Context: an optimization exercise on an open-source flow, tuned for small area and few clock cycles. The choices shown serve that exercise and are no tape-out recipe.
The RTL was checked by simulation tests, not by an equivalence proof against the original design.
The flow treats the clock pin as an ideal source, which a real chip does not have.
Power figures rest on the tool's default switching activity, not on a simulated workload.

### flow/config.mk
export PLATFORM = sky130hd
export DESIGN_NAME = dr1363_encoder
export DESIGN_NICKNAME = dr1363_encoder
export VERILOG_FILES = /design/flow/design.v
export SDC_FILE = /design/flow/constraint.sdc
export NUM_CORES = 4
export LEC_CHECK = 0
export CAP_MARGIN = 20
export CORE_MARGIN = 2
export CORE_UTILIZATION = 40
export PLACE_DENSITY = 0.6
export SLEW_MARGIN = 20
### flow/constraint.sdc
create_clock -name core_clock -period 8.0 [get_ports {clk}]
set_input_delay 1.6000 -clock core_clock [delete_from_list [all_inputs] [get_ports {clk}]]
set_output_delay 1.6000 -clock core_clock [all_outputs]
set_load 0.01 [all_outputs]
### flow/design.v
module dr1363_encoder (
    input  wire        clk,
    input  wire        rst,         
    input  wire        cmd_valid,
    output wire        cmd_ready,
    input  wire [7:0]  cmd_addr,
    input  wire [7:0]  cmd_cid1,
    input  wire [7:0]  cmd_cid2,
    input  wire [11:0] cmd_len,
    input  wire        info_valid,
    output wire        info_ready,
    input  wire [7:0]  info_data,
    output wire        out_valid,
    input  wire        out_ready,
    output reg  [7:0]  out_data,
    output wire        out_last,
    output reg         res_valid,
    output wire [7:0]  res_code,
    output wire [7:0]  res_info
);
    localparam [1:0] P_HDR   = 2'd0;    
    localparam [1:0] P_INFO  = 2'd1;    
    localparam [1:0] P_TAIL  = 2'd2;    
    localparam [1:0] P_DRAIN = 2'd3;    
    reg [1:0]  phase;
    reg [3:0]  pos;
    reg [7:0]  addr, cid1, cid2;    
    reg [11:0] len;
    reg [15:0] nsum;                
    reg        res_bad;
    wire in_hdr   = (phase == P_HDR);
    wire in_info  = (phase == P_INFO);
    wire in_tail  = (phase == P_TAIL);
    wire in_drain = (phase == P_DRAIN);
    wire idle     = in_hdr && (pos == 4'd0);
    wire hdr_end  = in_hdr && (pos == 4'd13);
    wire is_cr    = in_tail && len[2] && !len[1] && !len[0];
    assign out_valid = (in_hdr && !idle) || in_tail || (in_info && pos[0]);
    assign out_last  = is_cr;
    assign res_code  = {res_bad, 5'b00000, res_bad, res_bad};
    assign res_info  = {7'd0, res_bad};
    wire take     = out_valid && out_ready;
    wire len_zero = (len == 12'd0);
    wire len_one  = (len == 12'd1);
    assign cmd_ready = idle || (is_cr && out_ready);
    wire   cmd_take  = cmd_ready && cmd_valid;
    wire   info_slot  = ((hdr_end && out_ready) || (in_info && (!pos[0] || out_ready))) && !len_zero;
    assign info_ready = info_slot || in_drain;
    wire   info_take  = info_slot && info_valid;
    genvar i;
    wire [12:0] lb;
    wire [11:0] len_dec;
    assign lb[0] = 1'b1;
    generate for (i = 0; i < 12; i = i + 1) begin : g_dec
        assign len_dec[i] = len[i] ^ lb[i];
        assign lb[i+1]    = lb[i] & ~len[i];
    end endgenerate
    wire [4:0] pc;
    wire [3:0] pos_inc;
    assign pc[0] = 1'b1;
    generate for (i = 0; i < 4; i = i + 1) begin : g_inc
        assign pos_inc[i] = pos[i] ^ pc[i];
        assign pc[i+1]    = pc[i] & pos[i];
    end endgenerate
    wire [4:0] c1, c2;
    wire [3:0] s1, s2;
    assign c1[0] = 1'b0;
    assign c2[0] = 1'b0;
    generate for (i = 0; i < 4; i = i + 1) begin : g_lchk
        assign s1[i]   = len[i] ^ len[4+i] ^ c1[i];
        assign c1[i+1] = (len[i] & len[4+i]) | (c1[i] & (len[i] ^ len[4+i]));
        assign s2[i]   = s1[i] ^ len[8+i] ^ c2[i];
        assign c2[i+1] = (s1[i] & len[8+i]) | (c2[i] & (s1[i] ^ len[8+i]));
    end endgenerate
    wire [3:0] lchk = ~s2 + 4'd1;
    reg [3:0] nib;
    always @(*) begin
        if (in_tail) begin
            case (len[1:0])
                2'b00:   nib = nsum[15:12];
                2'b11:   nib = nsum[11:8];
                2'b10:   nib = nsum[7:4];
                default: nib = nsum[3:0];
            endcase
        end else begin
            case (pos)
                4'd4:    nib = addr[7:4];
                4'd5:    nib = addr[3:0];
                4'd6:    nib = cid1[7:4];
                4'd7:    nib = cid1[3:0];
                4'd8:    nib = cid2[7:4];
                4'd9:    nib = cid2[3:0];
                4'd10:   nib = lchk;
                4'd11:   nib = len[11:8];
                4'd12:   nib = len[7:4];
                default: nib = len[3:0];
            endcase
        end
    end
    wire       letter = nib[3] & (nib[2] | nib[1]);
    wire [2:0] lo3    = letter ? (nib[2:0] - 3'd1) : nib[2:0];
    wire [7:0] hexch  = {1'b0, letter, ~letter, ~letter, nib[3] & ~letter, lo3};
    always @(*) begin
        if (in_info)
            out_data = addr;
        else if (is_cr)
            out_data = 8'h0D;
        else if (in_hdr && pos == 4'd1)
            out_data = 8'h7E;
        else if (in_hdr && (pos == 4'd2 || pos == 4'd3))
            out_data = 8'h32;
        else
            out_data = hexch;
    end
    wire [16:0] sc;
    wire [15:0] nsum_sub;
    assign sc[0] = 1'b1;
    generate for (i = 0; i < 16; i = i + 1) begin : g_sum
        wire b = (i < 8) ? ~out_data[i] : 1'b1;
        assign nsum_sub[i] = nsum[i] ^ b ^ sc[i];
        assign sc[i+1]     = (nsum[i] & b) | (sc[i] & (nsum[i] ^ b));
    end endgenerate
    always @(posedge clk) begin
        if (rst) begin
            phase     <= P_HDR;
            pos       <= 4'd0;
            res_valid <= 1'b0;
            res_bad   <= 1'b0;
        end else begin
            res_valid <= is_cr && out_ready;
            res_bad   <= 1'b0;
            if (cmd_take) begin
                addr <= cmd_addr;
                cid1 <= cmd_cid1;
                cid2 <= cmd_cid2;
            end else if (info_take) begin
                addr <= info_data;
            end
            if (take && !in_tail)
                nsum <= (pos == 4'd1 && in_hdr) ? 16'd0 : nsum_sub;
            if (cmd_take)
                len <= cmd_len;
            else if (info_take || (in_tail && out_ready) || (in_drain && info_valid))
                len <= len_dec;
            case (phase)
                P_HDR: begin
                    if (idle) begin
                        if (cmd_valid) begin
                            if (cmd_len[0])
                                phase <= P_DRAIN;
                            else
                                pos <= 4'd1;
                        end
                    end else if (out_ready) begin
                        if (hdr_end) begin
                            phase <= len_zero ? P_TAIL : P_INFO;
                            pos   <= {3'd0, info_take};
                        end else begin
                            pos <= pos_inc;
                        end
                    end
                end
                P_INFO: begin
                    if (!pos[0] || out_ready) begin
                        pos <= {3'd0, info_take};
                        if (pos[0] && len_zero)
                            phase <= P_TAIL;
                    end
                end
                P_TAIL: begin
                    if (is_cr && out_ready) begin
                        if (cmd_valid && cmd_len[0]) begin
                            phase <= P_DRAIN;
                            pos   <= 4'd0;
                        end else begin
                            phase <= P_HDR;
                            pos   <= {3'd0, cmd_valid};
                        end
                    end
                end
                default: begin  
                    if (info_valid && len_one) begin
                        phase     <= P_HDR;
                        pos       <= 4'd0;
                        res_valid <= 1'b1;
                        res_bad   <= 1'b1;
                    end
                end
            endcase
        end
    end
endmodule
### flow/flow/run.sh
#!/bin/bash
# The standard layout, with small port buffers and no dummy clock loads.
set -euo pipefail
here=$(pwd)
bash standard.sh finish \
  "BUFFER_PORTS_ARGS=-buffer_cell sky130_fd_sc_hd__buf_1" \
  "CTS_ARGS=-sink_clustering_enable -repair_clock_nets -dont_use_dummy_load" \
  > "$here/flow_make.log" 2>&1
### flow/standard.sh
#!/bin/bash
# synth_recipe.tcl (not shown) runs the flow's synth.tcl, then flattens the netlist and writes it again
# the make line also repeats each setting of config.mk as NAME=value (left out here)
make -C /OpenROAD-flow-scripts/flow DESIGN_CONFIG=/design/flow/config.mk WORK_HOME=/design/flow/orfs CLKGATE_MAP_FILE= SYNTH_SCRIPT=/design/flow/synth_recipe.tcl "${@:-finish}"
==> flow_metrics.env, run 1 <==
export IMPL_antenna_found_initial=0
export IMPL_finalCritPeriodShare_pct=94.4
export IMPL_required_ns=8.05
export IMPL_skew_ns=0.0259
export IMPL_cts_buffers=9
export IMPL_r2r_slack_ns=0.45
export IMPL_drtAntennaViolNets=0
export IMPL_drive_gt1_share_pct=10.9
export IMPL_vias=3143
export IMPL_async_flop_share_pct=0
export IMPL_dpl_hpwl_um=7320
export IMPL_drt_iter0_drc=212
export IMPL_synth_cell_types=68
export IMPL_power_leakage_nw=1.89
export IMPL_drv_cap=0
export IMPL_routed_via_density=5.27
export IMPL_register_area_um2=1720
export IMPL_grt_max_degree=36
export IMPL_yosysWarnings=1
export IMPL_grt_pass1_wl_um=15800
export IMPL_run_status="complete, no violations"
export IMPL_worst_pin_slew_ns=1.05
export IMPL_power_density_nw_per_um2=345
export IMPL_pwr_share_clk_pct=12.7
export IMPL_area_growth_pct=11.6
export IMPL_finalSetupViolCount=0
export IMPL_ir_drop_mv=0.146
export IMPL_grt_overflow=0
export IMPL_crit_path_end_kind="flip-flop"
export IMPL_coreArea_um2=10200
export IMPL_slowest_delay_ns=0.52
export IMPL_seqPwrFrac_pct=31.8
export IMPL_path_clk_slew_ns=0.07
export IMPL_cts_tree="done"
export IMPL_globalplace_congestion=0.822
export IMPL_synth_compound_gate_area_share_pct=16.3
export IMPL_fin_area_um2=4660
export IMPL_ys_seq_area_share_pct=41.2
export IMPL_yosys_area_share_simple_pct=13.1
export IMPL_slowest_stage="fa_1"
export IMPL_insertion_delay_ns=0.34
export IMPL_dieArea_um2=11300
export IMPL_power_internal_uw=952
export IMPL_synth_area_leaders="edfxtp_1, ha_1, fa_1"
export IMPL_synthTopCellsByCount="edfxtp_1, inv_1, ha_1, nor2_1"
export IMPL_sw_frac_of_total_pct=40.7
export IMPL_postCtsHoldBufs=0
export IMPL_rows=37
export IMPL_fin_crit_ns=7.55
export IMPL_io_pin_count=78
export IMPL_synth_xor_area_share_pct=2.16
export IMPL_placed_area_um2=4480
export IMPL_dieHeight_um=106
export IMPL_dr_pass1_iters=5
export IMPL_synth_top_area_share_pct=37.4
export IMPL_synth_most_common_cell="edfxtp_1"
export IMPL_root_buffer="clkbuf_8"
export IMPL_avgRoutedWirePerCell_um=16.2
export IMPL_h_tree_depth=3
export IMPL_crit_top_cell="ha_1"
export IMPL_p_comb_share_pct=55.5
export IMPL_ys_seq_elements=60
export IMPL_final_hold_viol_count=0
export IMPL_p_switching_uw=654
export IMPL_cp_max_fo=3
export IMPL_max_freq_mhz=132
export IMPL_finalSetupTns_ns=0
export IMPL_synthCells=396
export IMPL_nFillCells=998
export IMPL_nets=558
export IMPL_hp_class="reg -> reg"
export IMPL_clk_path_buf_depth=2
export IMPL_grt_pass1_vias=3150
export IMPL_rsz0062_at_grt="false"
export IMPL_synthFlopType="edfxtp_1"
export IMPL_synth_fa_ha_area_share_pct=16.0
export IMPL_initial_core_util_pct=40.8
export IMPL_grt_usage_pct=18.1
export IMPL_insertedDiodeCount=0
export IMPL_synth_area_um2=4180
export IMPL_cp_arrival_ns=7.61
export IMPL_avgSynthCellArea_um2=10.6
export IMPL_slew_headroom_pct=30.0
export IMPL_synth_top_family_by_area="compound AO/OA/AOI/OAI gates"
export IMPL_multiInputGateArea_um2=2170
export IMPL_port_buffers=65
export IMPL_wl_um=9640
export IMPL_clock_sinks=60
export IMPL_drc=0
export IMPL_drv_slew=0
export IMPL_dieWidth_um=106
export IMPL_muxShareOfSynthArea_pct=2.66
export IMPL_yosysTopAreaCell="edfxtp_1"
export IMPL_cp_start_kind="flip-flop"
export IMPL_synth_edf_count=52
export IMPL_crit_type="reg -> reg"
[worst max-delay path, delay by kind of cell, from the launching register on]
family                     cells  cell delay (ns)
adders and majority gates     19             4.91
AOI/OAI and AO/OA              5             1.15
xor gates and xnor gates       3             0.42
DFF                            1             0.38
buffers and inverters          6             0.34
and+or+nand+nor                1             0.05
[per-layer routing]
layer / global-route usage (%) / vias up / wire [um]
met5: 0 / - / 0
met4: 4.51 / 0 / 96
met3: 4.54 / 8 / 638
met2: 29.2 / 116 / 4610
met1: 24.3 / 1487 / 4300
li1: - / 1532 / -
[worst paths after layout]
check / start / end / cells past startpoint
worst max-delay path: len[4]$_DFFE_PP_ / nsum[15]$_SDFFCE_PP0P_ / 34
worst min-delay path: pos[1]$_SDFFE_PP0P_ / pos[1]$_SDFFE_PP0P_ / 2
worst max register to register: len[4]$_DFFE_PP_ / nsum[15]$_SDFFCE_PP0P_ / 34
worst min register to register: pos[1]$_SDFFE_PP0P_ / pos[1]$_SDFFE_PP0P_ / 2
[cell usage in the layout, fill, tap and decap left out, types with 2 or more instances in the layout]
cell and count:
a22oi_1 9, or3_1 2, buf_1 65, o21a_1 2, fa_1 9, nor2b_1 4
fa_2 2, a32oi_1 2, xnor2_1 5, nand2b_1 6, a22o_1 3, buf_4 10
inv_2 2, a32o_1 2, inv_1 41, and3_1 3, o21ai_1 3, a31oi_1 5
edfxtp_1 52, nor4_1 3, dfxtp_1 8, nand4_1 2, mux2_1 2, ha_1 36
nand2_1 27, a21oi_1 27, nor2_1 35, or2_2 3, conb_1 12, mux2_2 7
o221a_2 2, a311oi_1 2, nand3_1 12, clkbuf_8 9, o21ai_0 5, a21o_1 2
a222oi_1 5
[per-stage QoR]
stage	total power, mW	std cells	utilization, %	setup WS, ns	hold WS, ns
floorplan	1.15	407	-	0.614	0.479
CTS	1.58	591	45.0	0.289	0.526
global placement	1.34	582	43.8	0.506	0.494
detailed placement	1.37	582	43.8	0.315	0.511
global route	1.75	596	45.6	0.0481	0.553
finish	1.61	596	45.6	0.447	0.526
[area by class of cell]
type | instances | area share [%]
Timing Repair Buffer | 75 | 6.84
Clock buffer | 9 | 2.66
Tap cell | 136 | 3.65
Sequential cell | 60 | 36.9
Inverter | 43 | 3.46
Multi-Input combinational cell | 273 | 46.5
[power by group through the flow]
stage / clock [mW] / sequential (mW) / combinational [mW]
4_1_cts: 0.211 / 0.512 / 0.856
2_1_floorplan: 0 / 0.495 / 0.653
5_1_grt: 0.223 / 0.518 / 1.00
3_5_place_dp: 0 / 0.517 / 0.848
6_report: 0.204 / 0.511 / 0.891
3_3_place_gp: 0 / 0.515 / 0.826
[registers in the layout, indices dropped and copies added (netlist names)]
signal and cells:
addr 8, cid1 8, cid2 8, len 12, nsum 16, phase 2, pos 4, res_bad 1
res_valid 1
[repair_timing]
| action | in CTS | in global routing |
|---|---|---|
| setup buffers | 0 | 5 |
| gates resized for setup | 0 | 6 |
| setup endpoints to repair | 0 | 2 |
[cell families after synthesis]
kind of cell,after synthesis
AOI/OAI and AO/OA,87
xor gates and xnor gates,7
adders and majority gates,47
buffers and inverters,74
DFF,60
muxes,10
other,1
and+or+nand+nor,110
Testbench counts, summed over its fixed seeds: cycles 175,333.
==> run 2: changes to the inputs <==
==> flow/run.sh (new file) <==
#!/bin/bash
# synth_recipe.tcl (not shown) runs the flow's synth.tcl, then flattens the netlist and writes it again
# the make line also repeats each setting of config.mk as NAME=value (left out here)
make -C /OpenROAD-flow-scripts/flow DESIGN_CONFIG=/design/flow/config.mk WORK_HOME=/design/flow/orfs CLKGATE_MAP_FILE= SYNTH_SCRIPT=/design/flow/synth_recipe.tcl finish
removed: flow/flow/run.sh
removed: flow/standard.sh
==> run 2 against run 1 <==
  * Still clean on timing, DRC and antenna
  * Area after synthesis did not move
  * First-iteration DRC count rose by 16%
  * Critical path type unchanged
  * Die area did not move
==> flow_metrics.env, run 2 <==
export IMPL_final_cell_mix="clkdlybuf4s50_1, edfxtp_1, inv_1"
export IMPL_yosysWarnings=1
export IMPL_cts_buffers=9
export IMPL_synth_most_common_cell="edfxtp_1"
export IMPL_rows=37
export IMPL_grt_pass1_wl_um=16100
export IMPL_drive_gt1_share_pct=10.4
export IMPL_place_ws_ns=0.307
export IMPL_wl_um=10100
export IMPL_run_status="complete, no violations"
export IMPL_path_clk_slew_ns=0.07
export IMPL_io_pin_count=78
export IMPL_drc=0
export IMPL_power_density_nw_per_um2=336
export IMPL_grt_overflow=0
export IMPL_largest_register_ffs=16
export IMPL_routed_via_density=5.34
export IMPL_port_buffers=65
export IMPL_grt_usage_pct=18.6
export IMPL_skew_ns=0.0103
export IMPL_rsz0062_at_grt="false"
export IMPL_synth_cell_types=68
export IMPL_cp_start_kind="flip-flop"
export IMPL_synthTopCellsByCount="edfxtp_1, inv_1, ha_1, nor2_1"
export IMPL_drv_slew=0
export IMPL_finalCritPeriodShare_pct=95.3
export IMPL_crit_path_end_kind="flip-flop"
export IMPL_slew_headroom_pct=41.1
export IMPL_insertion_delay_ns=0.35
export IMPL_root_buffer="clkbuf_8"
export IMPL_post_cts_setup_buffers=0
export IMPL_avgSynthCellArea_um2=10.6
export IMPL_max_freq_mhz=131
export IMPL_dieHeight_um=106
export IMPL_grt_pass1_vias=3183
export IMPL_globalplace_congestion=0.862
export IMPL_dieWidth_um=106
export IMPL_layout_commonest_cell="clkdlybuf4s50_1"
export IMPL_postCtsHoldBufs=0
export IMPL_power_leakage_nw=2.07
export IMPL_synth_top_area_share_pct=37.4
export IMPL_finalSetupTns_ns=0
export IMPL_synth_area_leaders="edfxtp_1, ha_1, fa_1"
export IMPL_path_buf_inv=6
export IMPL_critical_path_top_delay_family="adder cells"
export IMPL_dieArea_um2=11300
export IMPL_synthCells=396
export IMPL_avgRoutedWirePerCell_um=16.8
export IMPL_synth_area_um2=4180
export IMPL_slowest_delay_ns=0.49
export IMPL_drv_cap=0
export IMPL_ys_seq_elements=60
export IMPL_nets=553
export IMPL_slowest_stage="fa_1"
export IMPL_initial_core_util_pct=40.8
export IMPL_reg_top3="nsum (16), len (12)"
export IMPL_required_ns=8.08
export IMPL_insertedDiodeCount=0
export IMPL_drtAntennaViolNets=0
export IMPL_async_flop_share_pct=0
export IMPL_max_flop_register="nsum"
export IMPL_area_growth_pct=21.8
export IMPL_coreArea_um2=10200
export IMPL_worst_pin_slew_ns=0.883
export IMPL_yosysTopAreaCell="edfxtp_1"
export IMPL_synth_edf_count=52
export IMPL_cp_arrival_ns=7.70
export IMPL_worst_slack_ns=0.379
export IMPL_crit_type="reg -> reg"
export IMPL_crit_top_cell="fa_1"
export IMPL_antenna_found_initial=0
export IMPL_fin_crit_ns=7.62
export IMPL_grt_max_degree=36
export IMPL_cp_max_fo=4
export IMPL_dpl_hpwl_um=7540
export IMPL_hp_class="reg -> reg"
export IMPL_h_tree_depth=3
export IMPL_clk_path_buf_depth=2
export IMPL_finalSetupViolCount=0
export IMPL_ir_drop_mv=0.181
export IMPL_cts_tree="done"
export IMPL_vias=3193
export IMPL_drt_iter0_drc=246
export IMPL_dr_pass1_iters=6
export IMPL_ys_seq_area_share_pct=41.2
export IMPL_final_hold_viol_count=0
export IMPL_synthFlopType="edfxtp_1"
export IMPL_clock_sinks=60
[run 2: cell counts after synthesis]
No cell type changed its count.
[run 2: cell families after synthesis]
| kind of cell | after synthesis | synth area share [%] |
|---|---|---|
| mux | 10 | 2.66 |
| buf+inv | 74 | 8.50 |
| flops | 60 | 41.2 |
| simple gates | 110 | 13.1 |
| other cells | 1 | 0.0897 |
| fa+ha+maj | 47 | 16.0 |
| xor+xnor | 7 | 2.16 |
| compound gates | 87 | 16.3 |
[run 2: power breakdown]
group	total [mW]	internal (mW)	switching [mW]
registers	0.511	0.453	0.0577
logic	0.926	0.443	0.483
clock network	0.275	0.144	0.131
total	1.71	1.04	0.673
[run 2: layout make-up]
type	count	area (um2)
Fill cell	956	5140
Tap cell	136	170
Clock inverter	6	63.8
Multi-Input combinational cell	273	2160
Inverter	43	161
Sequential cell	60	1720
Timing Repair Buffer	70	688
Clock buffer	10	128
[run 2: worst register-to-register path: cells and delay by family (launching register included)]
| kind | cells | cell delay (ns) |
|---|---|---|
| XOR/XNOR | 3 | 0.44 |
| flip-flops | 1 | 0.40 |
| adder cells (fa/ha/maj) | 19 | 4.94 |
| AO/OA/AOI/OAI | 5 | 1.17 |
| AND/OR/NAND/NOR | 1 | 0.05 |
| buffers and inverters | 6 | 0.35 |
[run 2: per-stage QoR]
stage | utilization (%) | instances | hold slack (ns) | cell area (um2) | power (mW)
6_report | 49.7 | 598 | 0.519 | 5090 | 1.71
2_1_floorplan | - | 407 | 0.479 | 4220 | 1.15
3_5_place_dp | 47.8 | 582 | 0.508 | 4890 | 1.43
3_3_place_gp | 47.8 | 582 | 0.494 | 4890 | 1.41
5_1_grt | 49.7 | 598 | 0.539 | 5090 | 1.84
4_1_cts | 49.7 | 598 | 0.516 | 5080 | 1.72
[run 2: final timing paths]
path	slack [ns]	start	depth (start not counted)	to
min	0.52	pos[1]$_SDFFE_PP0P_	2	pos[1]$_SDFFE_PP0P_
max reg2reg	0.38	len[4]$_DFFE_PP_	34	nsum[15]$_SDFFCE_PP0P_
max	0.38	len[4]$_DFFE_PP_	34	nsum[15]$_SDFFCE_PP0P_
min reg2reg	0.52	pos[1]$_SDFFE_PP0P_	2	pos[1]$_SDFFE_PP0P_
[run 2: repair_timing]
action                     CTS  global route
hold endpoints to repair     0             0
resized for setup            0             3
setup endpoints to repair    0             1
[run 2: per-layer routing]
layer	wire length [um]	global-route usage (%)	vias up
li1	-	-	1525
met1	4470	24.3	1541
met2	4820	30.7	117
met3	661	4.41	10
met4	100	5.64	0
met5	0	0	-
==> run 3: changes to the inputs <==
--- a/flow/config.mk
+++ b/flow/config.mk
@@ -10,2 +10,5 @@
 export CORE_UTILIZATION = 40
+export CTS_BUF_LIST = sky130_fd_sc_hd__clkbuf_4
+export CTS_CLUSTER_DIAMETER = 150
+export CTS_CLUSTER_SIZE = 40
 export PLACE_DENSITY = 0.6
==> run 3 against run 2 <==
  * Clock power decreased by 19%
  * Worst setup slack got worse by 0.019 ns
  * Global-route usage decreased by 0.21 points
  * Combinational power increased by 0.4%
  * Wire length increased by 0.16%
  * Area after synthesis unchanged
  * Via count increased by 1.2%
  * First-iteration DRC count increased by 2.4%
  * Critical path type unchanged
==> flow_metrics.env, run 3 <==
export IMPL_run_status="complete, no violations"
export IMPL_routed_via_density=5.39
export IMPL_antenna_found_initial=0
export IMPL_synth_top_family_by_area="compound AO/OA/AOI/OAI gates"
export IMPL_worst_slack_ns=0.360
export IMPL_nets=554
export IMPL_dpl_hpwl_um=7540
export IMPL_clk_path_buf_depth=2
export IMPL_dieWidth_um=106
export IMPL_drtAntennaViolNets=0
export IMPL_async_flop_share_pct=0
export IMPL_initial_core_util_pct=40.8
export IMPL_finalCritPeriodShare_pct=95.5
export IMPL_grt_overflow=0
export IMPL_cts_tree="done"
export IMPL_drv_cap=0
export IMPL_ir_drop_mv=0.188
export IMPL_power_internal_uw=995
export IMPL_muxShareOfSynthArea_pct=2.66
export IMPL_globalplace_congestion=0.862
export IMPL_final_cell_mix="clkdlybuf4s50_1, edfxtp_1, inv_1"
export IMPL_required_ns=8.14
export IMPL_r2r_slack_ns=0.36
export IMPL_p_comb_share_pct=56.0
export IMPL_power_mw=1.66
export IMPL_ys_seq_elements=60
export IMPL_layout_commonest_cell="clkdlybuf4s50_1"
export IMPL_worstRegToRegCells=35
export IMPL_h_tree_depth=3
export IMPL_synth_top_area_share_pct=37.4
export IMPL_rr_endpoint="nsum[15]$_SDFFCE_PP0P_"
export IMPL_synth_most_common_cell="edfxtp_1"
export IMPL_drc=0
export IMPL_grt_usage_pct=18.4
export IMPL_synthFlopType="edfxtp_1"
export IMPL_slowest_delay_ns=0.55
export IMPL_skew_ns=0.0164
export IMPL_cp_start_kind="flip-flop"
export IMPL_grt_pass1_vias=3162
export IMPL_crit_path_end_kind="flip-flop"
export IMPL_crit_end="nsum[15]$_SDFFCE_PP0P_"
export IMPL_place_inst=582
export IMPL_fin_area_um2=5040
export IMPL_coreArea_um2=10200
export IMPL_io_pin_count=78
export IMPL_slew_headroom_pct=41.7
export IMPL_root_buffer="clkbuf_4"
export IMPL_dr_pass1_iters=5
export IMPL_power_leakage_nw=2.06
export IMPL_synthTopCellsByCount="edfxtp_1, inv_1, ha_1, nor2_1"
export IMPL_rows=37
export IMPL_final_hold_viol_count=0
export IMPL_drv_slew=0
export IMPL_port_buffers=65
export IMPL_sw_frac_of_total_pct=40.1
export IMPL_place_ws_ns=0.307
export IMPL_synth_fa_ha_area_share_pct=16.0
export IMPL_largest_register_ffs=16
export IMPL_pwr_share_clk_pct=13.4
export IMPL_grt_pass1_wl_um=16100
export IMPL_register_area_um2=1720
export IMPL_instances_no_fill=599
export IMPL_max_flop_register="nsum"
export IMPL_seqPwrFrac_pct=30.7
export IMPL_vias=3230
export IMPL_drt_iter0_drc=252
export IMPL_avgSynthCellArea_um2=10.6
export IMPL_nFillCells=954
export IMPL_insertedDiodeCount=0
export IMPL_synth_area_leaders="edfxtp_1, ha_1, fa_1"
export IMPL_worstHoldPathCells=2
export IMPL_cts_buffers=9
export IMPL_slowest_stage="fa_1"
export IMPL_power_density_nw_per_um2=329
export IMPL_finalSetupViolCount=0
export IMPL_dieArea_um2=11300
export IMPL_synth_compound_gate_area_share_pct=16.3
export IMPL_multiInputGateArea_um2=2160
export IMPL_synth_xor_area_share_pct=2.16
export IMPL_crit_top_cell="ha_1"
export IMPL_ys_seq_area_share_pct=41.2
export IMPL_area_growth_pct=20.7
export IMPL_finalSetupTns_ns=0
export IMPL_fin_crit_ns=7.64
export IMPL_startpoint="len[4]$_DFFE_PP_"
export IMPL_synth_area_um2=4180
export IMPL_synth_edf_count=52
export IMPL_insertion_delay_ns=0.41
export IMPL_synth_cell_types=68
export IMPL_worst_pin_slew_ns=0.875
export IMPL_placed_area_um2=4890
export IMPL_yosysWarnings=1
export IMPL_clock_sinks=60
export IMPL_yosysTopAreaCell="edfxtp_1"
export IMPL_synthCells=396
export IMPL_postCtsHoldBufs=0
export IMPL_reg_top3="nsum (16), len (12)"
export IMPL_hp_class="reg -> reg"
export IMPL_dieHeight_um=106
export IMPL_yosys_area_share_simple_pct=13.1
export IMPL_avgRoutedWirePerCell_um=16.8
export IMPL_path_clk_slew_ns=0.11
export IMPL_reg2reg_from="len[4]$_DFFE_PP_"
export IMPL_drive_gt1_share_pct=10.6
export IMPL_wl_um=10100
export IMPL_cp_max_fo=5
export IMPL_grt_max_degree=36
export IMPL_crit_type="reg -> reg"
export IMPL_max_freq_mhz=131
export IMPL_p_switching_uw=666
export IMPL_cp_arrival_ns=7.78
==> run 3: cell counts after synthesis <==
No cell type changed its count.
==> run 3: how the worst min path moves through the flow <==
stage / startpoint / slack (ns) / to
2_1_floorplan: pos[1]$_SDFFE_PP0P_ / 0.48 / pos[1]$_SDFFE_PP0P_
3_3_place_gp: pos[1]$_SDFFE_PP0P_ / 0.49 / pos[1]$_SDFFE_PP0P_
3_5_place_dp: pos[1]$_SDFFE_PP0P_ / 0.51 / pos[1]$_SDFFE_PP0P_
4_1_cts: pos[1]$_SDFFE_PP0P_ / 0.52 / pos[1]$_SDFFE_PP0P_
5_1_grt: pos[1]$_SDFFE_PP0P_ / 0.55 / pos[1]$_SDFFE_PP0P_
6_report: pos[1]$_SDFFE_PP0P_ / 0.52 / pos[1]$_SDFFE_PP0P_
==> run 3: cell type report <==
class | count | share of cell area, %
Clock buffer | 10 | 1.49
Inverter | 43 | 3.20
Multi-Input combinational cell | 273 | 42.7
Sequential cell | 60 | 34.1
Clock inverter | 6 | 1.27
Timing Repair Buffer | 71 | 13.8
Tap cell | 136 | 3.37
==> run 3: per-layer routing <==
metal,vias to the layer above,part of all wire (%),track usage [%]
met5,-,0,0
met4,0,1.0,4.42
met3,11,7.1,4.23
met2,141,48,30.5
met1,1553,44,24.5
li1,1525,-,-
==> run 3: worst max-delay path, delay by kind of cell, from the launching register on <==
kind,cells,cell delay (ns)
buffers and inverters,7,0.40
AO/OA/AOI/OAI,6,1.32
flip-flops,1,0.42
AND/OR/NAND/NOR,1,0.05
adder cells (fa/ha/maj),19,4.87
XOR/XNOR,2,0.28
==> run 3: metrics by stage <==
step	utilization, %	hold slack, ns
2_1_floorplan	-	0.479
3_3_place_gp	47.8	0.494
3_5_place_dp	47.8	0.508
4_1_cts	49.2	0.522
5_1_grt	49.3	0.545
6_report	49.3	0.524
==> run 3: logic make-up after synthesis <==
group	after synthesis
adders and majority gates	47
DFF	60
AOI/OAI and AO/OA	87
and+or+nand+nor	110
buffers and inverters	74
other	1
xor gates and xnor gates	7
muxes	10
==> run 3: what timing repair did <==
action,CTS,global route
buffers inserted,0,1
resized for setup,0,2
setup endpoints to repair,0,1
==> run 3: power by group through the flow <==
stage	Combinational (mW)	Sequential, mW	Clock, mW
after detailed placement	0.916	0.518	0
after global routing	1.03	0.517	0.240
after floorplan	0.653	0.495	0
final	0.930	0.509	0.222
after CTS	0.924	0.511	0.228
after global placement	0.893	0.515	0
==> run 4: changes to the inputs <==
==> flow/flow/run.sh (new file) <==
#!/bin/bash
# Standard synthesis, then the gates between the flip-flops re-mapped for area
# (flip-flops untouched), then the standard layout with small port buffers and
# no dummy clock loads. Each tool's output goes to a log file here.
set -euo pipefail
W=$(pwd)
R=$W/orfs/results/$FLOW_PLATFORM/dr1363_encoder/base
LIB=$FLOW_HOME/platforms/$FLOW_PLATFORM/lib/sky130_fd_sc_hd__tt_025C_1v80.lib
YOSYS=$(dirname "$FLOW_HOME")/tools/install/yosys/bin/yosys

bash standard.sh "$R/1_2_yosys.v" > "$W/flow_synth.log" 2>&1
cp "$R/1_2_yosys.v" "$W/1_2_yosys_standard.v"

# flip-flop cells of the standard netlist
KEEP=$(grep -oE 'sky130_fd_sc_hd__[a-z0-9]*df[a-z0-9]*_[0-9]+' "$W/1_2_yosys_standard.v" | sort -u | tr '\n' ' ')
RS_LIB=$LIB RS_TOP=$FLOW_TOP RS_IN="$W/1_2_yosys_standard.v" RS_OUT="$W/1_2_yosys_resynth.v" \
RS_KEEP="$KEEP" RS_DONTUSE="$(tr '\n' ' ' < "$W/flow/dont_use.txt")" \
RS_SCRIPT="+strash;&get,-n;&deepsyn,-T,60,-S,1;&dch,-f;&nf,-R,1000;&put;topo;dnsize" \
  "$YOSYS" -c "$W/flow/resynth.tcl" > "$W/flow_resynth.log" 2>&1
cp "$W/1_2_yosys_resynth.v" "$R/1_2_yosys.v"
touch "$R/1_2_yosys.v"

bash standard.sh finish \
  "BUFFER_PORTS_ARGS=-buffer_cell sky130_fd_sc_hd__buf_1" \
  "CTS_ARGS=-sink_clustering_enable -repair_clock_nets -dont_use_dummy_load" \
  > "$W/flow_make.log" 2>&1
==> flow/flow/dont_use.txt (new file) <==
sky130_fd_sc_hd__lpflow_bleeder_1
sky130_fd_sc_hd__lpflow_clkbufkapwr_1
sky130_fd_sc_hd__lpflow_clkbufkapwr_16
sky130_fd_sc_hd__lpflow_clkbufkapwr_2
sky130_fd_sc_hd__lpflow_clkbufkapwr_4
sky130_fd_sc_hd__lpflow_clkbufkapwr_8
sky130_fd_sc_hd__lpflow_clkinvkapwr_1
sky130_fd_sc_hd__lpflow_clkinvkapwr_16
sky130_fd_sc_hd__lpflow_clkinvkapwr_2
sky130_fd_sc_hd__lpflow_clkinvkapwr_4
sky130_fd_sc_hd__lpflow_clkinvkapwr_8
sky130_fd_sc_hd__lpflow_decapkapwr_12
sky130_fd_sc_hd__lpflow_decapkapwr_3
sky130_fd_sc_hd__lpflow_decapkapwr_4
sky130_fd_sc_hd__lpflow_decapkapwr_6
sky130_fd_sc_hd__lpflow_decapkapwr_8
sky130_fd_sc_hd__lpflow_inputiso0n_1
sky130_fd_sc_hd__lpflow_inputiso0p_1
sky130_fd_sc_hd__lpflow_inputiso1n_1
sky130_fd_sc_hd__lpflow_inputiso1p_1
sky130_fd_sc_hd__lpflow_inputisolatch_1
sky130_fd_sc_hd__lpflow_isobufsrc_1
sky130_fd_sc_hd__lpflow_isobufsrc_16
sky130_fd_sc_hd__lpflow_isobufsrc_2
sky130_fd_sc_hd__lpflow_isobufsrc_4
sky130_fd_sc_hd__lpflow_isobufsrc_8
sky130_fd_sc_hd__lpflow_isobufsrckapwr_16
sky130_fd_sc_hd__lpflow_lsbuf_lh_hl_isowell_tap_1
sky130_fd_sc_hd__lpflow_lsbuf_lh_hl_isowell_tap_2
sky130_fd_sc_hd__lpflow_lsbuf_lh_hl_isowell_tap_4
sky130_fd_sc_hd__lpflow_lsbuf_lh_isowell_4
sky130_fd_sc_hd__lpflow_lsbuf_lh_isowell_tap_1
sky130_fd_sc_hd__lpflow_lsbuf_lh_isowell_tap_2
sky130_fd_sc_hd__lpflow_lsbuf_lh_isowell_tap_4
sky130_fd_sc_hd__probe_p_8
sky130_fd_sc_hd__probec_p_8
==> flow/flow/resynth.tcl (new file) <==
# Re-map the combinational logic of the standard synthesis netlist for area.
# The flip-flops are kept as they are (same instances, names and cells); only
# the gates between them are re-mapped by ABC.
set lib $::env(RS_LIB)
yosys read_liberty -overwrite -setattr liberty_cell -ignore_miss_func $lib
yosys read_verilog -overwrite $::env(RS_IN)
yosys hierarchy -top $::env(RS_TOP)
foreach c $::env(RS_KEEP) { yosys blackbox $c }
yosys flatten
yosys opt_clean -purge
yosys opt -fast
set du {}
foreach c $::env(RS_DONTUSE) { lappend du -dont_use $c }
yosys abc -liberty $lib {*}$du -script $::env(RS_SCRIPT)
yosys opt_clean -purge
yosys hilomap -singleton -hicell sky130_fd_sc_hd__conb_1 HI -locell sky130_fd_sc_hd__conb_1 LO
yosys splitnets
yosys insbuf -buf sky130_fd_sc_hd__buf_4 A X
yosys opt_clean -purge
yosys stat -liberty $lib
yosys write_verilog -noattr -noexpr -nohex -nodec $::env(RS_OUT)
==> flow/standard.sh (new file) <==
#!/bin/bash
# synth_recipe.tcl (not shown) runs the flow's synth.tcl, then flattens the netlist and writes it again
# the make line also repeats each setting of config.mk as NAME=value (left out here)
make -C /OpenROAD-flow-scripts/flow DESIGN_CONFIG=/design/flow/config.mk WORK_HOME=/design/flow/orfs CLKGATE_MAP_FILE= SYNTH_SCRIPT=/design/flow/synth_recipe.tcl "${@:-finish}"
--- a/flow/config.mk
+++ b/flow/config.mk
@@ -10,5 +10,2 @@
 export CORE_UTILIZATION = 40
-export CTS_BUF_LIST = sky130_fd_sc_hd__clkbuf_4
-export CTS_CLUSTER_DIAMETER = 150
-export CTS_CLUSTER_SIZE = 40
 export PLACE_DENSITY = 0.6
removed: flow/run.sh
==> run 4 against run 3 <==
  * Register-to-register slack improved by 0.43 ns
  * Critical path depth unchanged
  * First-iteration DRC count increased by 2.8%
  * Area after synthesis decreased by 13%
  * Utilization decreased by 2.4 points
  * Clock power decreased by 8%
  * Worst setup slack improved by 0.43 ns
  * Critical path type unchanged
  * Largest cell class unchanged
  * Highest routed layer unchanged
==> flow_metrics.env, run 4 <==
export IMPL_run_status="complete, no violations"
export IMPL_required_ns=8.18
export IMPL_power_leakage_nw=1.35
export IMPL_cts_tree="done"
export IMPL_layout_commonest_cell="nor2_1"
export IMPL_final_hold_viol_count=0
export IMPL_slowest_delay_ns=0.47
export IMPL_avgSynthCellArea_um2=9.07
export IMPL_io_pin_count=78
export IMPL_worstRegToRegCells=35
export IMPL_dpl_hpwl_um=6970
export IMPL_drtAntennaViolNets=0
export IMPL_clock_sinks=60
export IMPL_yosysWarnings=1
export IMPL_crit_top_cell="o21ai_0"
export IMPL_skew_ns=0.0294
export IMPL_worst_pin_slew_ns=0.952
export IMPL_rows=34
export IMPL_cp_start_kind="flip-flop"
export IMPL_cp_max_fo=6
export IMPL_finalCritPeriodShare_pct=90.1
export IMPL_dr_pass1_iters=6
export IMPL_drv_cap=0
export IMPL_cp_arrival_ns=7.39
export IMPL_grt_max_degree=29
export IMPL_grt_pass1_vias=2979
export IMPL_drive_gt1_share_pct=4.01
export IMPL_fin_crit_ns=7.21
export IMPL_power_density_nw_per_um2=408
export IMPL_insertion_delay_ns=0.35
export IMPL_max_flop_register="nsum"
export IMPL_worst_slack_ns=0.792
export IMPL_critical_path_top_delay_family="simple AND/OR/NAND/NOR gates"
export IMPL_synth_area_um2=3620
export IMPL_grt_overflow=0
export IMPL_nets=525
export IMPL_wl_um=9250
export IMPL_dieArea_um2=9820
export IMPL_antenna_found_initial=0
export IMPL_crit_cells=35
export IMPL_globalplace_congestion=0.904
export IMPL_insertedDiodeCount=0
export IMPL_worstHoldPathCells=2
export IMPL_initial_core_util_pct=41.3
export IMPL_largest_register_ffs=16
export IMPL_postCtsHoldBufs=0
export IMPL_path_clk_slew_ns=0.07
export IMPL_grt_pass1_wl_um=14900
export IMPL_drv_slew=0
export IMPL_reg_top3="nsum (16), len (12)"
export IMPL_grt_usage_pct=19.5
export IMPL_synthCells=399
export IMPL_crit_path_end_kind="flip-flop"
export IMPL_vias=3195
export IMPL_dieWidth_um=99.1
export IMPL_path_buf_inv=0
export IMPL_cts_buffers=9
export IMPL_drt_iter0_drc=259
export IMPL_ir_drop_mv=0.222
export IMPL_clk_path_buf_depth=2
export IMPL_nFillCells=860
export IMPL_root_buffer="clkbuf_8"
export IMPL_area_growth_pct=13.6
export IMPL_drc=0
export IMPL_max_freq_mhz=139
export IMPL_h_tree_depth=3
export IMPL_place_ws_ns=0.480
export IMPL_dieHeight_um=99.1
export IMPL_avgRoutedWirePerCell_um=15.9
export IMPL_slowest_stage="edfxtp_1"
export IMPL_finalSetupTns_ns=0
export IMPL_crit_type="reg -> reg"
export IMPL_coreArea_um2=8760
export IMPL_hp_class="reg -> reg"
export IMPL_port_buffers=65
export IMPL_slew_headroom_pct=36.4
export IMPL_final_cell_mix="nor2_1, buf_1, edfxtp_1"
export IMPL_routed_via_density=5.49
export IMPL_finalSetupViolCount=0
[run 4: path summary, 6_finish.rpt]
path                  startpoint  slack [ns]                endpoint
max             len[4]$_DFFE_PP_        0.79  nsum[15]$_SDFFCE_PP0P_
min          pos[3]$_SDFFE_PP0P_        0.56     pos[3]$_SDFFE_PP0P_
max reg2reg     len[4]$_DFFE_PP_        0.79  nsum[15]$_SDFFCE_PP0P_
min reg2reg  pos[3]$_SDFFE_PP0P_        0.56     pos[3]$_SDFFE_PP0P_
[run 4: what timing repair did]
item,in CTS,in global routing
setup endpoints to repair,0,4
setup buffers,0,2
gates resized for setup,0,5
[run 4: layout make-up]
| type | count | area, um2 | share of cell area, % |
|---|---|---|---|
| inverters | 12 | 45.0 | 1.10 |
| flip-flops and latches | 60 | 1720 | 41.9 |
| repair buffers | 71 | 287 | 6.97 |
| clock buffers | 9 | 124 | 3.01 |
| multi-input cells | 322 | 1800 | 43.7 |
| well taps | 108 | 135 | 3.29 |
[run 4: through the flow]
step                      std cells  utilization [%]  total power [mW]  area, um2  hold slack [ns]
after floorplan                 410                -              1.21       3660            0.499
after global placement          571             45.1              1.44       3950            0.542
after detailed placement        571             45.1              1.46       3950            0.549
after CTS                       580             46.5              1.67       4080            0.558
after global routing            582             46.9              1.83       4110            0.602
final                           582             46.9              1.68       4110            0.564
[run 4: per-layer routing]
metal,global-route usage (%),part of all wire (%)
met1,28.6,47
met2,28.0,43
met3,4.36,7.9
met4,7.90,2.3
met5,0,0
[run 4: power by group]
| group | switching (mW) | internal [mW] |
|---|---|---|
| sequential | 0.106 | 0.484 |
| combinational | 0.544 | 0.337 |
| clock | 0.105 | 0.0999 |
[run 4: worst min-delay path: cells and delay by family, from the launching register on]
| family | cells | cell delay (ns) |
|---|---|---|
| DFF | 1 | 0.35 |
| buffers and inverters | 1 | 0.09 |
| AOI/OAI and AO/OA | 1 | 0.06 |
==> run 5: changes to the inputs <==
--- a/flow/design.v
+++ b/flow/design.v
@@ -122,2 +122,13 @@
     end endgenerate
+    wire a_hold = !cmd_ready && !info_take;
+    always @(posedge clk)
+        addr <= ({8{cmd_ready}} & cmd_addr) | ({8{info_take}} & info_data) | ({8{a_hold}} & addr);
+    wire l_dec  = !cmd_ready && (info_take || (in_tail && out_ready) || (in_drain && info_valid));
+    wire l_hold = !cmd_ready && !l_dec;
+    always @(posedge clk)
+        len <= ({12{cmd_ready}} & cmd_len) | ({12{l_dec}} & len_dec) | ({12{l_hold}} & len);
+    wire s_upd = take && !in_tail;
+    wire s_clr = in_hdr && (pos == 4'd1);
+    always @(posedge clk)
+        nsum <= ({16{s_upd && !s_clr}} & nsum_sub) | ({16{!s_upd}} & nsum);
     always @(posedge clk) begin
@@ -131,15 +142,6 @@
             res_bad   <= 1'b0;
-            if (cmd_take) begin
-                addr <= cmd_addr;
+            if (cmd_ready) begin
                 cid1 <= cmd_cid1;
                 cid2 <= cmd_cid2;
-            end else if (info_take) begin
-                addr <= info_data;
             end
-            if (take && !in_tail)
-                nsum <= (pos == 4'd1 && in_hdr) ? 16'd0 : nsum_sub;
-            if (cmd_take)
-                len <= cmd_len;
-            else if (info_take || (in_tail && out_ready) || (in_drain && info_valid))
-                len <= len_dec;
             case (phase)
--- a/flow/flow/run.sh
+++ b/flow/flow/run.sh
@@ -24,3 +24,3 @@
   "BUFFER_PORTS_ARGS=-buffer_cell sky130_fd_sc_hd__buf_1" \
-  "CTS_ARGS=-sink_clustering_enable -repair_clock_nets -dont_use_dummy_load" \
+  "CTS_ARGS=-sink_clustering_enable -repair_clock_nets -dont_use_dummy_load -sink_clustering_size 30 -sink_clustering_max_diameter 100" \
   > "$W/flow_make.log" 2>&1
==> run 5 against run 4 <==
  * Final cell count shrank 1.2%
  * Utilization decreased by 0.57 points
  * Power grew 17%
  * Still clean
  * Largest cell class unchanged
  * Critical endpoint is now nsum[15]$_DFF_P_
==> flow_metrics.env, run 5 <==
export IMPL_place_inst=566
export IMPL_critical_path_top_delay_family="simple AND/OR/NAND/NOR gates"
export IMPL_antenna_found_initial=0
export IMPL_cp_arrival_ns=6.50
export IMPL_crit_top_cell="nand2_1"
export IMPL_dieHeight_um=95.4
export IMPL_drv_cap=0
export IMPL_drv_slew=0
export IMPL_drive_gt1_share_pct=2.34
export IMPL_slew_headroom_pct=51.5
export IMPL_final_hold_viol_count=0
export IMPL_drtAntennaViolNets=0
export IMPL_synth_area_um2=3340
export IMPL_yosysWarnings=1
export IMPL_dieArea_um2=9090
export IMPL_grt_max_degree=25
export IMPL_area_growth_pct=12.9
export IMPL_drt_iter0_drc=265
export IMPL_cp_max_fo=16
export IMPL_instances_no_fill=575
export IMPL_max_flop_register="nsum"
export IMPL_largest_register_ffs=16
export IMPL_skew_ns=0.0160
export IMPL_initial_core_util_pct=41.0
export IMPL_post_cts_setup_buffers=0
export IMPL_insertion_delay_ns=0.35
export IMPL_h_tree_depth=3
export IMPL_nets=521
export IMPL_power_leakage_nw=1.36
export IMPL_path_buf_inv=1
export IMPL_slowest_stage="dfxtp_1"
export IMPL_worst_slack_ns=1.72
export IMPL_final_cell_mix="buf_1, nor2_1, nand2_1, dfxtp_1, a21oi_1"
export IMPL_power_density_nw_per_um2=519
export IMPL_routed_via_density=5.50
export IMPL_cts_tree="done"
export IMPL_fin_crit_ns=6.28
export IMPL_ir_drop_mv=0.183
export IMPL_slowest_delay_ns=0.63
export IMPL_reg_top3="nsum (16), len (12)"
export IMPL_wl_um=9060
export IMPL_rows=33
export IMPL_grt_overflow=0
export IMPL_root_buffer="clkbuf_8"
export IMPL_cts_resized_gates=0
export IMPL_globalplace_congestion=0.886
export IMPL_finalSetupTns_ns=0
export IMPL_cp_start_kind="flip-flop"
export IMPL_required_ns=8.21
export IMPL_grt_usage_pct=21.0
export IMPL_dpl_hpwl_um=6910
export IMPL_synthCells=400
export IMPL_clock_sinks=60
export IMPL_crit_path_end_kind="flip-flop"
export IMPL_path_clk_slew_ns=0.06
export IMPL_crit_type="reg -> reg"
export IMPL_layout_commonest_cell="buf_1"
export IMPL_vias=3162
export IMPL_cts_buffers=9
export IMPL_io_pin_count=78
export IMPL_finalSetupViolCount=0
export IMPL_worst_pin_slew_ns=0.726
export IMPL_avgRoutedWirePerCell_um=15.7
export IMPL_insertedDiodeCount=0
export IMPL_coreArea_um2=8130
export IMPL_postCtsHoldBufs=0
export IMPL_run_status="complete, no violations"
export IMPL_port_buffers=65
export IMPL_place_ws_ns=1.82
export IMPL_max_freq_mhz=159
export IMPL_grt_pass1_vias=2983
export IMPL_avgSynthCellArea_um2=8.35
export IMPL_hp_class="reg -> reg"
export IMPL_rsz0062_at_grt="false"
export IMPL_dieWidth_um=95.4
export IMPL_finalCritPeriodShare_pct=78.5
export IMPL_drc=0
export IMPL_clk_path_buf_depth=2
export IMPL_grt_pass1_wl_um=14500
export IMPL_dr_pass1_iters=4
[run 5: cell types whose count changed in the layout (fill, tap and decap cells not counted), sizes merged, moves of 7 or more]
cell    previous run  this run
dfxtp              8        44
nor2              71        50
edfxtp            52        16
o21ai             28        21
a21oi             36        27
and2               3        11
[run 5: final timing paths]
kind | startpoint | to | slack (ns) | cells after the start
worst max register to register | len[0]$_DFF_P_ | nsum[15]$_DFF_P_ | 1.72 | 31
worst min-delay path | nsum[10]$_DFF_P_ | nsum[10]$_DFF_P_ | 0.51 | 2
worst min register to register | nsum[10]$_DFF_P_ | nsum[10]$_DFF_P_ | 0.51 | 2
worst max-delay path | len[0]$_DFF_P_ | nsum[15]$_DFF_P_ | 1.72 | 31
[run 5: per-layer routing]
layer / global-route usage (%) / share of wire [%] / wire length, um / up-vias
met2: 33.4 / 47 / 4220 / 92
met1: 26.6 / 45 / 4080 / 1471
met5: 0 / 0 / 0 / -
li1: - / - / - / 1575
met4: 10.3 / 3.3 / 296 / 0
met3: 4.98 / 5.1 / 460 / 24
[run 5: through the flow]
stage | power (mW) | util [%] | hold slack (ns) | instance area, um2
6_report | 1.96 | 46.3 | 0.511 | 3770
2_1_floorplan | 1.43 | - | 0.458 | 3380
4_1_cts | 1.95 | 46.3 | 0.507 | 3770
3_5_place_dp | 1.74 | 44.8 | 0.496 | 3640
5_1_grt | 2.13 | 46.3 | 0.538 | 3770
3_3_place_gp | 1.71 | 44.8 | 0.496 | 3640
[run 5: report_power, final]
part / switching [mW] / internal [mW] / leakage (nW) / total (mW)
sequential: 0.165 / 0.451 / 0.515 / 0.616
combinational: 0.676 / 0.457 / 0.777 / 1.13
clock: 0.107 / 0.0999 / 0.0647 / 0.207
total: 0.949 / 1.01 / 1.36 / 1.96
[run 5: worst reg2reg max path, delay by kind of cell, from the launching register on]
kind | cells | cell delay, ns
AND/OR/NAND/NOR | 17 | 3.07
AO/OA/AOI/OAI | 7 | 1.18
flip-flops | 1 | 0.63
XOR/XNOR | 4 | 0.63
adder cells (fa/ha/maj) | 2 | 0.57
buffers and inverters | 1 | 0.07
[run 5: layout make-up]
| type | count | area, um2 |
|---|---|---|
| Sequential cell | 60 | 1360 |
| Clock buffer | 9 | 124 |
| Fill cell | 835 | 4370 |
| Inverter | 13 | 48.8 |
| Multi-Input combinational cell | 322 | 1850 |
| Timing Repair Buffer | 66 | 251 |
| Tap cell | 105 | 131 |
Testbench counts of run 5, summed over its fixed seeds: cycles 175,333.
==> run 6: changes to the inputs <==
==> flow/flow/run.sh (replaced) <==
#!/bin/bash
# Standard synthesis, then the gates between the flip-flops re-mapped for area
# (flip-flops untouched); the standard layout with small port buffers, except
# that the clock tree is built by flow/cts.tcl (root buffer + four leaf
# buffers). Each tool's output goes to a log file here.
set -euo pipefail
W=$(pwd)
R=$W/orfs/results/$FLOW_PLATFORM/dr1363_encoder/base
LIB=$FLOW_HOME/platforms/$FLOW_PLATFORM/lib/sky130_fd_sc_hd__tt_025C_1v80.lib
YOSYS=$(dirname "$FLOW_HOME")/tools/install/yosys/bin/yosys
OPENROAD=$(dirname "$FLOW_HOME")/tools/install/OpenROAD/bin/openroad
[ -x "$OPENROAD" ] || OPENROAD=$(command -v openroad)
VARS=("BUFFER_PORTS_ARGS=-buffer_cell sky130_fd_sc_hd__buf_1" "SKIP_REPAIR_TIE_FANOUT=1")

bash standard.sh "$R/1_2_yosys.v" > "$W/flow_synth.log" 2>&1
cp "$R/1_2_yosys.v" "$W/1_2_yosys_standard.v"

# flip-flop cells of the standard netlist
KEEP=$(grep -oE 'sky130_fd_sc_hd__[a-z0-9]*df[a-z0-9]*_[0-9]+' "$W/1_2_yosys_standard.v" | sort -u | tr '\n' ' ')
RS_LIB=$LIB RS_TOP=$FLOW_TOP RS_IN="$W/1_2_yosys_standard.v" RS_OUT="$W/1_2_yosys_resynth.v" \
RS_KEEP="$KEEP" RS_DONTUSE="$(tr '\n' ' ' < "$W/flow/dont_use.txt")" \
RS_SCRIPT="+strash;&get,-n;&deepsyn,-T,180,-S,1;&dch,-f;&nf,-R,1000;&put;topo;dnsize" \
  "$YOSYS" -c "$W/flow/resynth.tcl" > "$W/flow_resynth.log" 2>&1
cp "$W/1_2_yosys_resynth.v" "$R/1_2_yosys.v"
touch "$R/1_2_yosys.v"

bash standard.sh "$R/3_place.odb" "$R/3_place.sdc" "${VARS[@]}" > "$W/flow_place.log" 2>&1

RES=$R "$OPENROAD" -no_init -exit "$W/flow/cts.tcl" > "$W/flow_cts.log" 2>&1

bash standard.sh finish "${VARS[@]}" > "$W/flow_make.log" 2>&1
==> flow/flow/cts.tcl (new file) <==
# A small clock tree in place of ORFS's CTS step: the register clock pins are
# split into four groups by position (median cuts), each group gets one
# clkbuf_8 at its centroid, and one root clkbuf_4 on the clock port drives the
# four. Every register sees the same two buffer levels.
set pdir $::env(FLOW_HOME)/platforms/$::env(FLOW_PLATFORM)
set R $::env(RES)
read_lef $pdir/lef/sky130_fd_sc_hd.tlef
read_lef $pdir/lef/sky130_fd_sc_hd_merged.lef
read_liberty $pdir/lib/sky130_fd_sc_hd__tt_025C_1v80.lib
read_db $R/3_place.odb
read_sdc $R/3_place.sdc
source $pdir/setRC.tcl

proc mycts_build {leaf_cell root_cell nl} {
  set block [ord::get_db_block]
  set dbu [$block getDbUnitsPerMicron]
  set pts {}
  foreach it [[$block findNet clk] getITerms] {
    set inst [$it getInst]
    set bb [$inst getBBox]
    lappend pts [list [expr {([$bb xMin] + [$bb xMax]) / 2}] [expr {([$bb yMin] + [$bb yMax]) / 2}] "[$inst getName]/[[$it getMTerm] getName]"]
  }
  set groups [list $pts]
  set dir 0
  while {[llength $groups] < $nl} {
    set ng {}
    foreach g $groups {
      set s [lsort -integer -index $dir $g]
      set h [expr {[llength $s] / 2}]
      lappend ng [lrange $s 0 [expr {$h - 1}]] [lrange $s $h end]
    }
    set groups $ng
    set dir [expr {1 - $dir}]
  }
  set k 0
  set cxs 0
  set cys 0
  foreach g $groups {
    set xs 0
    set ys 0
    set pins {}
    foreach p $g {
      set xs [expr {$xs + [lindex $p 0]}]
      set ys [expr {$ys + [lindex $p 1]}]
      lappend pins [get_pins [lindex $p 2]]
    }
    set cx [expr {double($xs) / [llength $g] / $dbu}]
    set cy [expr {double($ys) / [llength $g] / $dbu}]
    set cxs [expr {$cxs + $cx}]
    set cys [expr {$cys + $cy}]
    insert_buffer -buffer_cell $leaf_cell -net clk -load_pins $pins -location [list $cx $cy] \
      -buffer_name clkbuf_leaf_$k -net_name clknet_leaf_$k
    incr k
  }
  insert_buffer -buffer_cell $root_cell -net clk -location [list [expr {$cxs / $k}] [expr {$cys / $k}]] \
    -buffer_name clkbuf_root -net_name clknet_root
}

mycts_build sky130_fd_sc_hd__clkbuf_8 sky130_fd_sc_hd__clkbuf_4 4
# the nets of the tree are clock nets
foreach inst [[ord::get_db_block] getInsts] {
  if {![string match clkbuf_leaf_* [$inst getName]] && ![string match clkbuf_root* [$inst getName]]} { continue }
  foreach it [$inst getITerms] {
    set n [$it getNet]
    if {$n ne "NULL"} { $n setSigType CLOCK }
  }
}
detailed_placement
check_placement -verbose
set_propagated_clock [all_clocks]
estimate_parasitics -placement
report_clock_skew
report_worst_slack -min
report_worst_slack -max
write_db $R/4_1_cts.odb
write_sdc -no_timestamp $R/4_cts.sdc
--- a/flow/config.mk
+++ b/flow/config.mk
@@ -9,3 +9,3 @@
 export CORE_MARGIN = 2
-export CORE_UTILIZATION = 40
+export CORE_UTILIZATION = 55
 export PLACE_DENSITY = 0.6
==> run 6 against run 5 <==
  * Sequential share of layout area rose by 1.3 points
  * First-iteration DRC count decreased by 11%
  * Combinational power is essentially flat
  * Sequential cell count unchanged
  * Design area is 3.4% lower
  * Largest power group unchanged
  * Critical path depth is the same
  * Area after synthesis stayed put
  * Via count shrank 1.7%
  * Sequential power is 2% lower
  * Highest routed layer unchanged
  * Critical endpoint unchanged
==> flow_metrics.env, run 6 <==
export IMPL_area_growth_pct=9.07
export IMPL_rsz0062_at_grt="false"
export IMPL_holdWs_ns=0.507
export IMPL_drive_gt1_share_pct=1.75
export IMPL_largest_register_ffs=16
export IMPL_worst_pin_slew_ns=0.594
export IMPL_vias=3109
export IMPL_dieHeight_um=81.9
export IMPL_nets=508
export IMPL_synth_area_um2=3340
export IMPL_routed_via_density=5.84
export IMPL_initial_core_util_pct=56.7
export IMPL_insertedDiodeCount=0
export IMPL_io_pin_count=78
export IMPL_dpl_hpwl_um=6440
export IMPL_avgSynthCellArea_um2=8.35
export IMPL_worst_slack_ns=1.88
export IMPL_slew_headroom_pct=60.4
export IMPL_nFillCells=543
export IMPL_antenna_found_initial=0
export IMPL_drtAntennaViolNets=0
export IMPL_port_buffers=65
export IMPL_power_density_nw_per_um2=519
export IMPL_crit_top_cell="nand2_1"
export IMPL_ir_drop_mv=0.305
export IMPL_wl_um=8550
export IMPL_insertion_delay_ns=0.37
export IMPL_final_cell_mix="buf_1, nor2_1, nand2_1, dfxtp_1, a21oi_1"
export IMPL_yosysWarnings=1
export IMPL_required_ns=8.26
export IMPL_layout_commonest_cell="buf_1"
export IMPL_instances_no_fill=532
export IMPL_slowest_stage="dfxtp_1"
export IMPL_dr_pass1_iters=5
export IMPL_cp_start_kind="flip-flop"
export IMPL_final_hold_viol_count=0
export IMPL_dieArea_um2=6710
export IMPL_reg_top3="nsum (16), len (12)"
export IMPL_coreArea_um2=5890
export IMPL_fin_crit_ns=6.12
export IMPL_grt_overflow=0
export IMPL_path_buf_inv=1
export IMPL_place_ws_ns=2.01
export IMPL_avgRoutedWirePerCell_um=16.1
export IMPL_max_flop_register="nsum"
export IMPL_final_util_pct=61.9
export IMPL_grt_pass1_wl_um=13700
export IMPL_rows=28
export IMPL_finalCritPeriodShare_pct=76.5
export IMPL_synthCells=400
export IMPL_globalplace_congestion=0.960
export IMPL_path_clk_slew_ns=0.10
export IMPL_drc=0
export IMPL_power_mw=1.89
export IMPL_finalSetupViolCount=0
export IMPL_cp_max_fo=16
export IMPL_placed_area_um2=3580
export IMPL_crit_path_end_kind="flip-flop"
export IMPL_grt_pass1_vias=2670
export IMPL_drv_cap=0
export IMPL_hp_class="reg -> reg"
export IMPL_dieWidth_um=81.9
export IMPL_max_freq_mhz=163
export IMPL_slowest_delay_ns=0.64
export IMPL_grt_max_degree=24
export IMPL_fin_area_um2=3640
export IMPL_finalSetupTns_ns=0
export IMPL_drt_iter0_drc=236
export IMPL_critical_path_top_delay_family="simple AND/OR/NAND/NOR gates"
export IMPL_cp_arrival_ns=6.38
export IMPL_crit_type="reg -> reg"
export IMPL_drv_slew=0
export IMPL_power_leakage_nw=1.30
export IMPL_grt_usage_pct=25.9
export IMPL_skew_ns=0.0112
export IMPL_place_inst=527
export IMPL_run_status="complete, no violations"
[run 6: per-layer routing]
metal	GRT usage [%]	vias to the layer above	share of wire, %
li1	-	1566	-
met1	40.6	1381	49
met2	39.3	142	41
met3	1.43	20	7.0
met4	5.33	0	2.5
met5	0	-	0
[run 6: final timing paths]
check                                 startpoint          endpoint  slack, ns  cells past startpoint
worst max-delay path              len[0]$_DFF_P_  nsum[15]$_DFF_P_       1.88                     31
worst min-delay path            nsum[10]$_DFF_P_  nsum[10]$_DFF_P_       0.51                      2
worst max register to register    len[0]$_DFF_P_  nsum[15]$_DFF_P_       1.88                     31
worst min register to register  nsum[10]$_DFF_P_  nsum[10]$_DFF_P_       0.51                      2
[run 6: area by class of cell]
type | instances | area, um2 | area share [%]
Clock buffer | 5 | 62.6 | 1.72
Inverter | 13 | 48.8 | 1.34
Multi-Input combinational cell | 311 | 1810 | 49.7
Sequential cell | 60 | 1360 | 37.4
Tap cell | 75 | 93.8 | 2.58
Timing Repair Buffer | 68 | 267 | 7.32
[run 6: worst min-delay path: stages, from the launching register on]
cell,delay [ns]
dfxtp_1,0.34
nand2b_1,0.07
a21oi_1,0.06
[run 6: power breakdown]
group / total, mW / internal (mW) / switching (mW)
Clock: 0.143 / 0.0511 / 0.0916
Sequential: 0.604 / 0.449 / 0.155
Combinational: 1.14 / 0.466 / 0.676
==> run 7: changes to the inputs <==
--- a/flow/flow/run.sh
+++ b/flow/flow/run.sh
@@ -12,3 +12,3 @@
 [ -x "$OPENROAD" ] || OPENROAD=$(command -v openroad)
-VARS=("BUFFER_PORTS_ARGS=-buffer_cell sky130_fd_sc_hd__buf_1" "SKIP_REPAIR_TIE_FANOUT=1")
+VARS=("BUFFER_PORTS_ARGS=-buffer_cell sky130_fd_sc_hd__buf_1")
 
--- a/flow/config.mk
+++ b/flow/config.mk
@@ -9,3 +9,3 @@
 export CORE_MARGIN = 2
-export CORE_UTILIZATION = 55
+export CORE_UTILIZATION = 40
 export PLACE_DENSITY = 0.6
==> run 7 against run 6 <==
  * Sequential cell count unchanged
  * Sequential power increased by 2%
  * Critical path type unchanged
  * Worst setup slack got worse by 0.18 ns
  * Critical path depth increased by 1
  * Highest routed layer unchanged
  * Clock skew about the same
  * Hold slack improved by 0.0075 ns
==> flow_metrics.env, run 7 <==
export IMPL_vias=3121
export IMPL_power_density_nw_per_um2=511
export IMPL_ir_drop_mv=0.182
export IMPL_worstHoldPathCells=2
export IMPL_rsz0062_at_grt="false"
export IMPL_synthCells=400
export IMPL_grt_max_degree=25
export IMPL_yosysWarnings=1
export IMPL_port_buffers=65
export IMPL_hp_class="reg -> reg"
export IMPL_dr_pass1_iters=4
export IMPL_critical_path_top_delay_family="simple AND/OR/NAND/NOR gates"
export IMPL_crit_cells=32
export IMPL_nets=517
export IMPL_skew_ns=0.0115
export IMPL_power_leakage_nw=1.33
export IMPL_antenna_found_initial=0
export IMPL_holdWs_ns=0.515
export IMPL_grt_pass1_wl_um=14300
export IMPL_wl_um=8940
export IMPL_finalSetupViolCount=0
export IMPL_required_ns=8.26
export IMPL_drv_slew=0
export IMPL_place_ws_ns=1.82
export IMPL_drc=0
export IMPL_crit_path_end_kind="flip-flop"
export IMPL_rows=33
export IMPL_grt_overflow=0
export IMPL_max_flop_register="nsum"
export IMPL_worst_pin_slew_ns=0.727
export IMPL_final_hold_viol_count=0
export IMPL_io_pin_count=78
export IMPL_synth_area_um2=3340
export IMPL_grt_usage_pct=19.6
export IMPL_crit_type="reg -> reg"
export IMPL_worstRegToRegCells=32
export IMPL_fin_crit_ns=6.30
export IMPL_finalSetupTns_ns=0
export IMPL_wl_met3_um=416
export IMPL_layout_commonest_cell="buf_1"
export IMPL_dieArea_um2=9090
export IMPL_slowest_stage="dfxtp_1"
export IMPL_wl_met2_um=4240
export IMPL_worstHoldStart="nsum[10]$_DFF_P_"
export IMPL_r2r_slack_ns=1.70
export IMPL_insertedDiodeCount=0
export IMPL_drv_cap=0
export IMPL_reg_top3="nsum (16), len (12)"
export IMPL_rr_endpoint="nsum[15]$_DFF_P_"
export IMPL_grt_pass1_vias=2944
export IMPL_routed_via_density=5.47
export IMPL_run_status="complete, no violations"
export IMPL_final_util_pct=45.6
export IMPL_final_cell_mix="buf_1, nor2_1, nand2_1, dfxtp_1, a21oi_1"
export IMPL_drt_met1_wl_um=4050
export IMPL_drive_gt1_share_pct=1.50
export IMPL_area_growth_pct=11.1
export IMPL_initial_core_util_pct=41.0
export IMPL_globalplace_congestion=0.886
export IMPL_max_freq_mhz=159
export IMPL_dieHeight_um=95.4
export IMPL_largest_register_ffs=16
export IMPL_worst_slack_ns=1.70
export IMPL_hold_end="nsum[10]$_DFF_P_"
export IMPL_path_clk_slew_ns=0.09
export IMPL_dieWidth_um=95.4
export IMPL_topRoutingLayerUsed="met4"
export IMPL_insertion_delay_ns=0.39
export IMPL_cp_max_fo=16
export IMPL_drt_iter0_drc=191
export IMPL_finalCritPeriodShare_pct=78.8
export IMPL_avgSynthCellArea_um2=8.35
export IMPL_drtAntennaViolNets=0
export IMPL_reg2reg_from="len[0]$_DFF_P_"
export IMPL_path_buf_inv=1
export IMPL_slowest_delay_ns=0.63
export IMPL_avgRoutedWirePerCell_um=15.7
export IMPL_slew_headroom_pct=51.5
export IMPL_cp_start_kind="flip-flop"
export IMPL_coreArea_um2=8130
export IMPL_cp_arrival_ns=6.56
export IMPL_nFillCells=845
export IMPL_dpl_hpwl_um=6910
run 7: cell type report:
cell class | instances | area [um2] | area share, %
multi-input cells | 322 | 1850 | 49.9
flip-flops and latches | 60 | 1360 | 36.7
repair buffers | 66 | 251 | 6.78
inverters | 13 | 48.8 | 1.32
well taps | 105 | 131 | 3.54
clock buffers | 5 | 62.6 | 1.69
run 7: worst reg2reg max path: cells and delay by family, from the launching register on:
kind / cells / cell delay [ns]
buf+inv: 1 / 0.07
compound gates: 8 / 1.31
fa+ha+maj: 2 / 0.57
simple gates: 17 / 2.98
xor+xnor: 4 / 0.63
flops: 1 / 0.63
run 7: layer usage:
metal	track usage (%)	vias up
li1	-	1566
met1	26.3	1455
met2	33.6	84
met3	2.06	16
met4	4.95	0
met5	0	-
run 7: stage by stage:
stage / instance area (um2) / std cells / total power, mW
floorplan: 3380 / 411 / 1.43
global placement: 3640 / 566 / 1.71
detailed placement: 3640 / 566 / 1.74
global route: 3710 / 571 / 2.06
finish: 3710 / 571 / 1.90
run 7: power by group:
| part | leakage (nW) | internal [mW] | switching (mW) |
|---|---|---|---|
| Sequential | 0.515 | 0.450 | 0.165 |
| Clock | 0.0334 | 0.0511 | 0.0943 |
| Combinational | 0.777 | 0.457 | 0.678 |
run 7: how the worst max path moves through the flow:
| stage | start | end |
|---|---|---|
| 3_5_place_dp | len[0]$_DFF_P_ | nsum[15]$_DFF_P_ |
| 5_1_grt | len[0]$_DFF_P_ | nsum[15]$_DFF_P_ |
| 3_3_place_gp | len[0]$_DFF_P_ | nsum[15]$_DFF_P_ |
| 2_1_floorplan | len[0]$_DFF_P_ | nsum[15]$_DFF_P_ |
| 6_report | len[0]$_DFF_P_ | nsum[15]$_DFF_P_ |

## separate check: timing with driven ports
No port has a modelled driver above. Below, the same layouts with a new extraction and two added sets of constraints.
Step 1 sets driving cells, clkbuf_16 on the clock port and buf_2 on the other inputs (assumed; they add their load-dependent delay and slew).
Step 2, shift: input delay + t, output delay - t, t = (earliest + latest rising clock arrival at the registers) / 2. This alone moves slack from input paths to output paths.
a / b / c = ideal / step 1 / step 2; a / b = the first two.
run	shift t [ns]	setup WS [ns]	worst setup path at the end	worst data-port slew with drivers (ns)	pins driven straight from the clock port
run 1	0.365	0.447 / 0.447 / 0.447	register to register	0.04	1
run 2	0.379	0.379 / 0.379 / 0.379	register to register	0.04	1
run 3	0.437	0.360 / 0.360 / 0.360	register to register	0.04	1
run 4	0.366	0.792 / 0.792 / 0.792	register to register	0.04	1
run 5	0.373	1.718 / 1.718 / 1.718	register to register	0.03	1
run 6	0.396	1.878 / 1.878 / 1.878	register to register	0.03	1
run 7	0.409	1.698 / 1.698 / 1.698	register to register	0.03	1
After both steps setup and hold are still met in every run listed.
